From an optimization exercise on the open Yosys and OpenROAD flow, aimed at small area, a short achievable clock period and few clock cycles per item; shortcuts taken in it are not production practice.

alpha:
==> flow/design.v <==
module lfp16_mcu (
    input  wire        clk,
    input  wire        rst,         
    input  wire        cmd_valid,
    output wire        cmd_ready,
    input  wire [63:0] cmd,
    output reg         rsp_valid,
    input  wire        rsp_ready,
    output wire [63:0] rsp
);
    reg [3:0] cfg_f;
    reg       cfg_rmode;    
    wire [7:0]  op = cmd[63:56];
    wire [14:0] ma = cmd[14:0];
    wire [14:0] mb = cmd[46:32];
    wire        sa = cmd[15];
    wire        sb = cmd[47];
    wire [31:0] x  = cmd[31:0];
    wire z_rsv = ~|cmd[55:48];
    wire z_b   = ~|cmd[47:32];
    wire z_ahi = ~|cmd[31:16];
    wire mz_a  = ~|ma;
    wire mz_b  = ~|mb;
    wire a_zero = mz_a & ~sa;
    wire a_nar  = mz_a & sa;
    wire b_zero = z_b;
    wire b_nar  = mz_b & sb;
    wire ok_n   = z_rsv & z_b & z_ahi & a_zero;
    wire ok_u16 = z_rsv & z_b & z_ahi;
    wire ok_u32 = z_rsv & z_b;
    wire ok_b16 = z_rsv & z_ahi;
    wire hi0 = (op[7:4] == 4'h0);
    wire hi1 = (op[7:4] == 4'h1);
    wire hi2 = (op[7:4] == 4'h2);
    wire [3:0] lo = op[3:0];
    wire is_getcfg = hi0 & (lo == 4'h1);
    wire is_setf   = hi0 & (lo == 4'h2);
    wire is_setr   = hi0 & (lo == 4'h3);
    wire is_mul    = hi1 & (lo == 4'h0);
    wire is_div    = hi1 & (lo == 4'h1);
    wire is_sqr    = hi1 & (lo == 4'h2);
    wire is_sqrt   = hi1 & (lo == 4'h3);
    wire is_inv    = hi1 & (lo == 4'h4);
    wire is_neg    = hi1 & (lo == 4'h5);
    wire is_cmp    = hi2 & (lo <= 4'h4);
    wire illegal = ~(((is_mul | is_div | is_cmp) & ok_b16) |
                     ((is_sqr | is_sqrt | is_inv | is_neg) & ok_u16) |
                     (is_getcfg & ok_n) | ((is_setf | is_setr) & ok_u32));
    wire f_fmt  = (x[3:0] < 4'd7) | (x[3:0] > 4'd11) | (|x[15:4]);
    wire f_rnd  = |x[15:1];
    wire f_neg  = sa & ~mz_a;
    wire [2:0] fault = illegal ? 3'd4 :
                       (is_sqrt & f_neg) ? 3'd3 :
                       (is_setr & f_rnd) ? 3'd2 :
                       (is_setf & f_fmt) ? 3'd1 : 3'd0;
    wire notice  = is_setf & ~illegal & ~f_fmt;
    wire set_r   = is_setr & ~illegal & ~f_rnd;
    wire q_inv  = op[5] | op[2] | op[0];
    wire q_k    = ~op[5] & (op[1] | op[2] | ~op[4]);
    wire k_14   = q_k & ~(op[4] & op[1] & ~op[0]);         
    wire k_13   = op[4] & op[1] & op[0];                  
    wire p_m    = op[5] | (op[4] & ~op[1] & (~op[2] | op[0]));
    wire p_sqr  = op[4] & op[1] & ~op[0];
    wire p_sqrt = op[4] & op[1] & op[0];
    wire p_inv  = op[4] & op[2] & ~op[0];
    wire p_cfg  = ~op[4];
    wire r_bit  = cfg_rmode & ma[0] & ma[1];
    wire [14:0] q_val = ((mb ^ {15{q_inv}}) & {15{~q_k}}) | {k_14, k_13, 13'd0};
    wire [15:0] p_alt = ({ma, 1'b0} & {16{p_sqr}}) | ({2'b0, ma[14:1]} & {16{p_sqrt}}) |
                        ({1'b0, ~ma} & {16{p_inv}}) |
                        ({7'd0, cfg_rmode, ~cfg_f, cfg_f} & {16{p_cfg}});
    wire [15:0] p_val = p_m ? {1'b0, ma} : p_alt;
    wire        c_in  = p_sqrt ? r_bit : (q_inv & ~q_k) | p_inv;
    wire [9:0] lo_ext = {1'b0, p_val[7:0], 1'b1} + {1'b0, q_val[7:0], c_in};
    wire [8:0] t_lo   = lo_ext[9:1];            
    wire [7:0] u_hi   = p_val[15:8] + {1'b0, q_val[14:8]};
    reg k_n, s15_n;
    always @(*) begin
        k_n = 1'b1; s15_n = 1'b0;
        if (is_getcfg) begin
            k_n = 1'b0;
        end else if (is_mul) begin
            k_n = a_nar | b_nar | a_zero | b_zero;
            s15_n = a_nar | b_nar | (~a_zero & ~b_zero & (sa ^ sb));
        end else if (is_div) begin
            k_n = a_nar | b_nar | b_zero | a_zero;
            s15_n = a_nar | b_nar | b_zero | (~a_zero & (sa ^ sb));
        end else if (is_sqr | is_sqrt) begin
            k_n = mz_a;
            s15_n = a_nar;
        end else if (is_inv) begin
            k_n = mz_a;
            s15_n = mz_a | sa;
        end else if (is_neg) begin
            k_n = mz_a;
            s15_n = sa ^ ~mz_a;
        end
    end
    wire lt11 = sa & ~sb;                   
    wire eq11 = ~(sa ^ sb);
    wire lt10 = sa;                         
    wire lt0  = ~sb;                        
    reg  x11_n, x10_n, x0_n;
    always @(*) begin
        case (lo[2:0])
            3'd0:    begin x11_n = eq11;          x10_n = 1'b0;  x0_n = 1'b0; end
            3'd1:    begin x11_n = lt11 | eq11;   x10_n = lt10;  x0_n = lt0;  end
            3'd2:    begin x11_n = lt11;          x10_n = lt10;  x0_n = lt0;  end
            3'd3:    begin x11_n = ~lt11 & ~eq11; x10_n = ~lt10; x0_n = ~lt0; end
            default: begin x11_n = ~lt11;         x10_n = ~lt10; x0_n = ~lt0; end
        endcase
    end
    wire cmp_ok = is_cmp & ~a_nar & ~b_nar;
    assign cmd_ready = ~rsp_valid | rsp_ready;
    reg [8:0]  r_lo;
    reg [7:0]  r_hi;
    reg        r_k, r_s15, r_x11, r_x10, r_x0;
    reg [2:0]  r_fc;        
    always @(posedge clk) begin
        if (rst) begin
            cfg_f     <= 4'd8;
            cfg_rmode <= 1'b0;
            rsp_valid <= 1'b0;
        end else begin
            rsp_valid <= cmd_valid | (rsp_valid & ~rsp_ready);
            if (cmd_valid & cmd_ready & notice) cfg_f     <= x[3:0];
            if (cmd_valid & cmd_ready & set_r)  cfg_rmode <= x[0];
        end
        if (cmd_ready) begin
            r_lo     <= t_lo;
            r_hi     <= u_hi;
            r_k      <= k_n;
            r_s15    <= s15_n;
            r_x11    <= x11_n & cmp_ok;
            r_x10    <= x10_n & cmp_ok;
            r_x0     <= x0_n & cmp_ok;
            r_fc     <= notice ? 3'd5 : fault;
        end
    end
    wire [15:0] r_t = {r_hi + {7'd0, r_lo[8]}, r_lo[7:0]};
    wire over  = r_t[15] & r_t[14];
    wire under = ~r_t[15] & ~r_t[14];
    wire z13_1 = ~|r_t[13:1];
    wire [14:0] m_cl;
    assign m_cl[14]   = r_t[15];
    assign m_cl[13:1] = (r_t[13:1] | {13{over}}) & {13{~under}};
    assign m_cl[0]    = r_t[0] | over | under | (~r_t[15] & z13_1);
    wire [2:0] r_fault  = {r_fc[2] & ~r_fc[0], r_fc[1], r_fc[0] & ~r_fc[2]};
    wire       r_notice = r_fc[2] & r_fc[0];
    wire live = ~r_fc[1] & ~(r_fc[2] ^ r_fc[0]);
    wire [15:0] r_res;
    assign r_res[15]   = r_s15 & live;
    assign r_res[14:1] = m_cl[14:1] & {14{~r_k & live}};
    wire eq_m = ~r_t[14] & z13_1 & ~r_t[0];           
    wire c_bit = r_t[15] ? (eq_m ? r_x11 : r_x10) : r_x0;
    assign r_res[0]    = ((m_cl[0] & ~r_k) | c_bit) & live;
    assign rsp = {28'd0, r_notice, r_fault, 16'd0, r_res};
endmodule
==> flow/config.mk <==
export PLATFORM = sky130hd
export DESIGN_NAME = lfp16_mcu
export DESIGN_NICKNAME = lfp16_mcu
export VERILOG_FILES = /design/flow/design.v
export SDC_FILE = /design/flow/constraint.sdc
export NUM_CORES = 4
export LEC_CHECK = 0
export CAP_MARGIN = 20
export CORE_MARGIN = 2
export CORE_UTILIZATION = 40
export SETUP_SLACK_MARGIN = 2.0
export SLEW_MARGIN = 20
==> flow/constraint.sdc <==
create_clock -name core_clock -period 6.0 [get_ports {clk}]
set_input_delay 1.2000 -clock core_clock [delete_from_list [all_inputs] [get_ports {clk}]]
set_output_delay 1.2000 -clock core_clock [all_outputs]
set_load 0.01 [all_outputs]
standard.sh (not shown) runs the stock make flow with config.mk's settings and CLKGATE_MAP_FILE= SYNTH_SCRIPT=/design/flow/synth_recipe.tcl, a recipe that flattens the netlist after the stock synthesis.
==> flow/flow/run.sh <==
#!/bin/bash
# Own flow: the standard layout (standard.sh), except
#  - synthesis (flow/mysynth.tcl) maps with flow/abc.script; the registers
#    are those of the standard synthesis;
#  - every port still gets its buffer, but a plain sky130 buf_1 instead of
#    the delay cell buffer_ports picks by default;
#  - flow/opts.sh may set further options (see there).
# Each tool's output goes to a log file here (synth.log, layout.log).
set -euo pipefail
W=$(pwd)
export MY_ABC_SCRIPT="$W/flow/abc.script"
export MY_ABC_D=
export BUFFER_PORTS_ARGS="-buffer_cell sky130_fd_sc_hd__buf_1"
if [[ -f "$W/flow/opts.sh" ]]; then source "$W/flow/opts.sh"; fi
make -C "$FLOW_HOME" DESIGN_CONFIG="$W/config.mk" WORK_HOME="$W/orfs" CLKGATE_MAP_FILE= \
  SYNTH_SCRIPT="$W/flow/mysynth.tcl" synth > "$W/synth.log" 2>&1
bash standard.sh finish > "$W/layout.log" 2>&1
==> flow/flow/abc.script <==
strash
dc2
dch -f
map -D 1200
topo
buffer -p
upsize -D 1200
dnsize -D 1200
stime -p
==> flow/flow/mysynth.tcl <==
# The standard synthesis (synth_recipe.tcl), with only the ABC mapping call
# replaced: flow/abc.script (MY_ABC_SCRIPT) instead of the ORFS speed script,
# and, when MY_NO_FA is set, no extraction of full/half adder cells.
proc synth {args} { yosys synth -nofsm -noshare {*}$args }
proc abc {args} {
  set out {}
  set skip 0
  foreach a $args {
    if {$skip} { set skip 0; continue }
    if {$a eq "-script" || $a eq "-D"} { set skip 1; continue }
    lappend out $a
  }
  if {[info exists ::env(MY_ABC_SCRIPT)] && $::env(MY_ABC_SCRIPT) ne ""} {
    lappend out -script $::env(MY_ABC_SCRIPT)
  }
  if {[info exists ::env(MY_ABC_D)] && $::env(MY_ABC_D) ne ""} {
    lappend out -D $::env(MY_ABC_D)
  }
  puts "abc call: $out"
  yosys abc {*}$out
}
if {[info exists ::env(MY_NO_FA)] && $::env(MY_NO_FA) ne ""} { set ::env(ADDER_MAP_FILE) "" }
source $::env(SCRIPTS_DIR)/synth.tcl
# left out here: clear keep_hierarchy, flatten, clean up, hide names made inside functions, write 1_2_yosys.v
==> flow/flow/opts.sh <==
# keep the single tie cell synthesis makes for the constant outputs
export SKIP_REPAIR_TIE_FANOUT=1
alpha finished all stages; the layout is clean.
The following lists how beta was set up differently from alpha:
--- a/flow/design.v
+++ b/flow/design.v
@@ -71,9 +71,8 @@
                         ({7'd0, cfg_rmode, ~cfg_f, cfg_f} & {16{p_cfg}});
     wire [15:0] p_val = p_m ? {1'b0, ma} : p_alt;
     wire        c_in  = p_sqrt ? r_bit : (q_inv & ~q_k) | p_inv;
-    wire [9:0] lo_ext = {1'b0, p_val[7:0], 1'b1} + {1'b0, q_val[7:0], c_in};
-    wire [8:0] t_lo   = lo_ext[9:1];            
-    wire [7:0] u_hi   = p_val[15:8] + {1'b0, q_val[14:8]};
+    wire [16:0] t_ext = {p_val, 1'b1} + {1'b0, q_val, c_in};
+    wire [15:0] t     = t_ext[16:1];
     reg k_n, s15_n;
     always @(*) begin
         k_n = 1'b1; s15_n = 1'b0;
@@ -112,8 +111,7 @@
     end
     wire cmp_ok = is_cmp & ~a_nar & ~b_nar;
     assign cmd_ready = ~rsp_valid | rsp_ready;
-    reg [8:0]  r_lo;
-    reg [7:0]  r_hi;
+    reg [15:0] r_t;
     reg        r_k, r_s15, r_x11, r_x10, r_x0;
     reg [2:0]  r_fc;        
     always @(posedge clk) begin
@@ -127,8 +125,7 @@
             if (cmd_valid & cmd_ready & set_r)  cfg_rmode <= x[0];
         end
         if (cmd_ready) begin
-            r_lo     <= t_lo;
-            r_hi     <= u_hi;
+            r_t      <= t;
             r_k      <= k_n;
             r_s15    <= s15_n;
             r_x11    <= x11_n & cmp_ok;
@@ -137,7 +134,6 @@
             r_fc     <= notice ? 3'd5 : fault;
         end
     end
-    wire [15:0] r_t = {r_hi + {7'd0, r_lo[8]}, r_lo[7:0]};
     wire over  = r_t[15] & r_t[14];
     wire under = ~r_t[15] & ~r_t[14];
     wire z13_1 = ~|r_t[13:1];
--- outcome ---
Of beta and alpha, alpha shows the higher post-synthesis share of cell area spent on full adders, half adders and majority gates, with beta below it.
Row die extent in y: beta lower / alpha higher
End of the critical path: r_t[9] -> beta, r_lo[7] -> alpha
Non-clock buffer count (alpha / beta): 0.58
alpha has lower cell count than beta.
Looking at cell count after synthesis across beta and alpha, the one that comes out higher is alpha.
No run of this note included a check of the RTL's function; only the layout flow was run.

==> afterwards: timing with drivers on the ports <==
In the flow no input, the clock included, has a driving cell. The finished layouts below were timed again as built, in two steps.
Step 1: set_driving_cell puts a clkbuf_16 on clk and a buf_2 on each other input, an assumption about the parent block.
Step 2 moves the port delays by t, midway between the first and last clock arrival at a register: inputs arrive t later, outputs are due t later. That takes back most of the time a late clock gives input paths.
a / b / c = no drivers / after step 1 / after step 2; a / b = the first two.
run | t (ns) | slack for setup (ns) | hold WS [ns] | clock arrival spread, ns | slew at the worst register clock pin (ns)
alpha | 0.308 | 2.207 / 2.212 / 1.904 | 0.498 / 0.498 / 0.498 | 0.006 / 0.006 | 0.07 / 0.07
beta | 0.314 | 1.895 / 1.873 / 1.560 | 0.494 / 0.494 / 0.494 | 0.013 / 0.013 | 0.08 / 0.08
After both steps setup and hold are still met in every run listed. For beta, which loses most, drivers alone change the setup slack by -0.022 ns; drivers and shift together by -0.335 ns.
